Source: an optimization exercise on an open RTL-to-GDS flow (aim: small area, a short achievable clock period and few clock cycles). Production flows keep margins and buffers that such runs may drop.
Function was checked by simulation only, so behaviour that the tests miss may differ from the original.
No activity file was given, so power comes from the tool's default toggle rates.

job 8512:
## pgd_codec
module pgd_codec (
    input  wire        clk,
    input  wire        rst,           
    input  wire        reg_wr,
    input  wire [3:0]  reg_addr,
    input  wire [31:0] reg_wdata,
    output reg  [31:0] reg_rdata,
    output wire        irq,
    output reg         s_en,
    output reg         s_we,
    output reg  [11:0] s_addr,
    output reg  [7:0]  s_wdata,
    input  wire [7:0]  s_rdata,
    output reg         d_en,
    output reg         d_we,
    output reg  [11:0] d_addr,
    output reg  [7:0]  d_wdata,
    input  wire [7:0]  d_rdata,
    output reg         r_en,
    output reg         r_we,
    output reg  [11:0] r_addr,
    output reg  [7:0]  r_wdata,
    input  wire [7:0]  r_rdata
);
For scale: ~400 flip-flops, roughly 0.034 mm² of cells after synthesis.
clock: 12.0 ns
lec_check: 0
cap_margin: 20
core_margin: 2
core_utilization: 45
setup_slack_margin: 5
slew_margin: 20
tns_end_percent: 5
buffer_ports_args: -buffer_cell sky130_fd_sc_hd__buf_2
standard.sh (not shown) runs the stock make flow with config.mk's settings and CLKGATE_MAP_FILE= SYNTH_SCRIPT=/design/flow/synth_recipe.tcl, a recipe that flattens the netlist after the stock synthesis.
==> flow/flow/run.sh <==
#!/bin/bash
set -uo pipefail
MARGIN=6
sed "s/SETUP_SLACK_MARGIN=[0-9.]*/SETUP_SLACK_MARGIN=$MARGIN/" standard.sh > standard_m.sh
cat >> config.mk <<'EOC'
export BUFFER_PORTS_ARGS = -buffer_cell sky130_fd_sc_hd__buf_2
EOC
bash standard_m.sh > standard.log 2>&1
Job 8512: flow completed, timing, DRC and antenna clean
Testbench counts of job 8512, summed over its fixed seeds: cycles 159,265.
Inputs modified between job 8512 and job 3952:
Settings: putting CTS_CLUSTER_DIAMETER at 100 where nothing was set; putting CTS_CLUSTER_SIZE at 16 where nothing was set; swapping 45 for 50 in CORE_UTILIZATION; swapping -buffer_cell sky130_fd_sc_hd__buf_2 for -buffer_cell sky130_fd_sc_hd__buf_1 in BUFFER_PORTS_ARGS; swapping 5 for 0 in TNS_END_PERCENT.
==> flow/flow/run.sh <==
#!/bin/bash
set -uo pipefail
MARGIN=6
sed "s/SETUP_SLACK_MARGIN=[0-9.]*/SETUP_SLACK_MARGIN=$MARGIN/" standard.sh > standard_m.sh
cat >> config.mk <<'EOC'
export BUFFER_PORTS_ARGS = -buffer_cell sky130_fd_sc_hd__buf_1
EOC
bash standard_m.sh > standard.log 2>&1
### Flow results
- No stage failed in job 3952, and the final checks on the layout all came back clean.
- Job 8512 did not stop at any stage, and its layout met the timing, DRC and antenna checks.
- Measured against each other, job 3952 and job 8512 differ in clock tree skew after final layout, the higher figure coming from job 8512.
- Job 8512 → job 3952: finished layout cell area dropped about 3.2%; post-route fraction of the period consumed by the critical path about even; total half-perimeter wirelength after legalization and detailed placement went down 2.6%; global-route usage now sits higher.
- The routed wire length in job 3952 was lower than what job 8512 gave.
- Looking at slowest stage cell on the critical path, the sky130_fd_sc_hd__a221oi_1 result is from job 8512; the sky130_fd_sc_hd__nor2_4 one comes from job 3952.
- Number of global-route vias before repair went down slightly going from job 8512 to job 3952.
> inputs changed (job 3952 -> job 6747)
Settings: clearing CTS_CLUSTER_DIAMETER, which used to be 100; swapping -buffer_cell sky130_fd_sc_hd__buf_1 for -buffer_cell sky130_fd_sc_hd__buf_2 in BUFFER_PORTS_ARGS; swapping 50 for 40 in CORE_UTILIZATION; clearing CTS_CLUSTER_SIZE, which used to be 16; clearing TNS_END_PERCENT, which used to be 0.
==> flow/flow/run.sh <==
#!/bin/bash
set -uo pipefail
MARGIN=6
sed "s/SETUP_SLACK_MARGIN=[0-9.]*/SETUP_SLACK_MARGIN=$MARGIN/" standard.sh > standard_m.sh
cat >> config.mk <<'EOC'
export BUFFER_PORTS_ARGS = -buffer_cell sky130_fd_sc_hd__buf_2
EOC
bash standard_m.sh > standard.log 2>&1
### Flow results
Job 6747 reports a lower combinational fraction of design power than job 3952 does. Core utilization: job 6747 lower than job 3952. In job 6747 relative to job 3952, number of clock buffer instances in the layout had gone up by more than half. Initial antenna violation count sits higher in job 6747 than in job 3952. The clock network power of job 6747 is higher than that of job 3952. The run showing the greater multi-input logic area is job 6747. Re share of synthesized cell area in full adder, half adder and majority cells: no difference whatsoever between job 6747 and job 3952. Multi-input combinational area share delta for job 6747 relative to job 3952: 2.6 points lower. Met1 usage: job 6747 vs job 3952 down 9.6 points. Job 6747 reports a higher vias after detailed routing than job 3952 does. In the metrics for job 3952 and job 6747, the one carrying the higher clock share of power is job 6747.
Input changes introduced in job 1751 (baseline for comparison: job 6747):
Settings: an added CTS_CLUSTER_SIZE of 16; a change of CORE_UTILIZATION from 40 to 45; an added TNS_END_PERCENT of 5; an added CTS_CLUSTER_DIAMETER of 100.
--- a/flow/flow/run.sh
+++ b/flow/flow/run.sh
@@ -1,5 +1,5 @@
 #!/bin/bash
 set -uo pipefail
-MARGIN=6
+MARGIN=6.3
 sed "s/SETUP_SLACK_MARGIN=[0-9.]*/SETUP_SLACK_MARGIN=$MARGIN/" standard.sh > standard_m.sh
 cat >> config.mk <<'EOC'
==> comparison <==
- Job 1751 has completed all stages; timing, DRC and antenna checks passed.
- Between job 6747 and job 1751, clock group share of total power decreased.
- Compared with job 6747, job 1751 shows final instance area that has gone down by a few percent.
- Summary — number of placed cells counting well taps, job 1751 relative to job 6747: lower, by about 3%.
- Lower proportion of cell area spent on the clock network among job 6747 and job 1751: job 1751
- Max logic gate share of total power across job 6747 and job 1751: job 1751
- Between job 6747 and job 1751, the number of setup buffers added after CTS is lower for job 1751.
- Job 1751 ended up with reg_rdata[11] as its worst setup path endpoint; job 6747 ended up with reg_rdata[4].
For job 2270, these inputs were changed with respect to job 1751:
Settings: TNS_END_PERCENT removed (was 5); CTS_CLUSTER_DIAMETER removed (was 100); CORE_UTILIZATION changed from 45 to 40; CTS_CLUSTER_SIZE changed from 16 to 24.
--- a/flow/flow/run.sh
+++ b/flow/flow/run.sh
@@ -1,5 +1,5 @@
 #!/bin/bash
 set -uo pipefail
-MARGIN=6.3
+MARGIN=6
 sed "s/SETUP_SLACK_MARGIN=[0-9.]*/SETUP_SLACK_MARGIN=$MARGIN/" standard.sh > standard_m.sh
 cat >> config.mk <<'EOC'
[summary]
- A critical path endpoint of reg_rdata[11] is what job 1751 shows, while reg_rdata[4] belongs to job 2270.
- Diff job 1751 -> job 2270 | routed via count | up slightly
- From job 1751 to job 2270 the numbers moved as follows: standard cell area after detailed placement picked up an extra 0.42%, combinational fraction of design power fell by 1.7 points.
diff inputs: job 2270 => job 5069
Settings: CTS_CLUSTER_SIZE now 16, was 24; CORE_UTILIZATION now 45, was 40; CTS_CLUSTER_DIAMETER now 100, previously not set; TNS_END_PERCENT now 5, previously not set.
==> notes.md <==
The final layouts of job 5069 and job 2270 pass the timing, DRC and antenna checks.
Job 5069 vs job 2270, final cell count went down by 4.3%.
Changes observed in job 5069 relative to job 2270: die area went down about 11%; utilization went up 3.8 points; via count held; final period utilization went down 0.30 points; relative slew slack went up 4.1 points.
The number of fill cells in job 5069 sits about 12% below the value recorded for job 2270.
Job 5069 improves on job 2270 in maximum clock frequency.
Of job 5069 and job 2270, the higher clock power share belongs to job 2270.
Of job 5069 and job 2270, job 2270 shows the higher final design area excluding fillers, with job 5069 below it.
Against job 2270, job 5069 reports a combinational power share that is higher.

==> port drivers added, routing unchanged <==
Ports are ideal in the flow. The routed layouts listed here were re-timed in OpenROAD.
Step 1 assumes that a clkbuf_16 drives the clock port and a buf_2 every other input.
Step 2, shift: input delay + t, output delay - t, t = (earliest + latest rising clock arrival at the registers) / 2. This alone moves slack from input paths to output paths.
Slacks: no drivers / after step 1 / after step 2; pairs: no drivers / after step 1.
run | t, ns | setup slack, ns | slew at the worst register clock pin (ns) | worst slew at a driven data input, ns | cell pins on the clock port's net
job 8512 | 0.688 | 5.808 / 5.715 / 5.715 | 0.07 / 0.07 | 0.11 | 1
job 3952 | 0.699 | 5.821 / 5.774 / 5.314 | 0.09 / 0.09 | 0.07 | 1
job 6747 | 0.684 | 5.810 / 5.758 / 5.758 | 0.07 / 0.07 | 0.08 | 1
job 1751 | 0.690 | 5.834 / 5.772 / 5.772 | 0.09 / 0.09 | 0.07 | 1
job 2270 | 0.684 | 5.810 / 5.758 / 5.758 | 0.07 / 0.07 | 0.08 | 1
job 5069 | 0.708 | 5.845 / 5.784 / 5.784 | 0.10 / 0.10 | 0.06 | 1
After both steps setup and hold are still met in every run listed. For job 3952, which loses most, drivers alone change the setup slack by -0.047 ns; drivers and shift together by -0.507 ns.
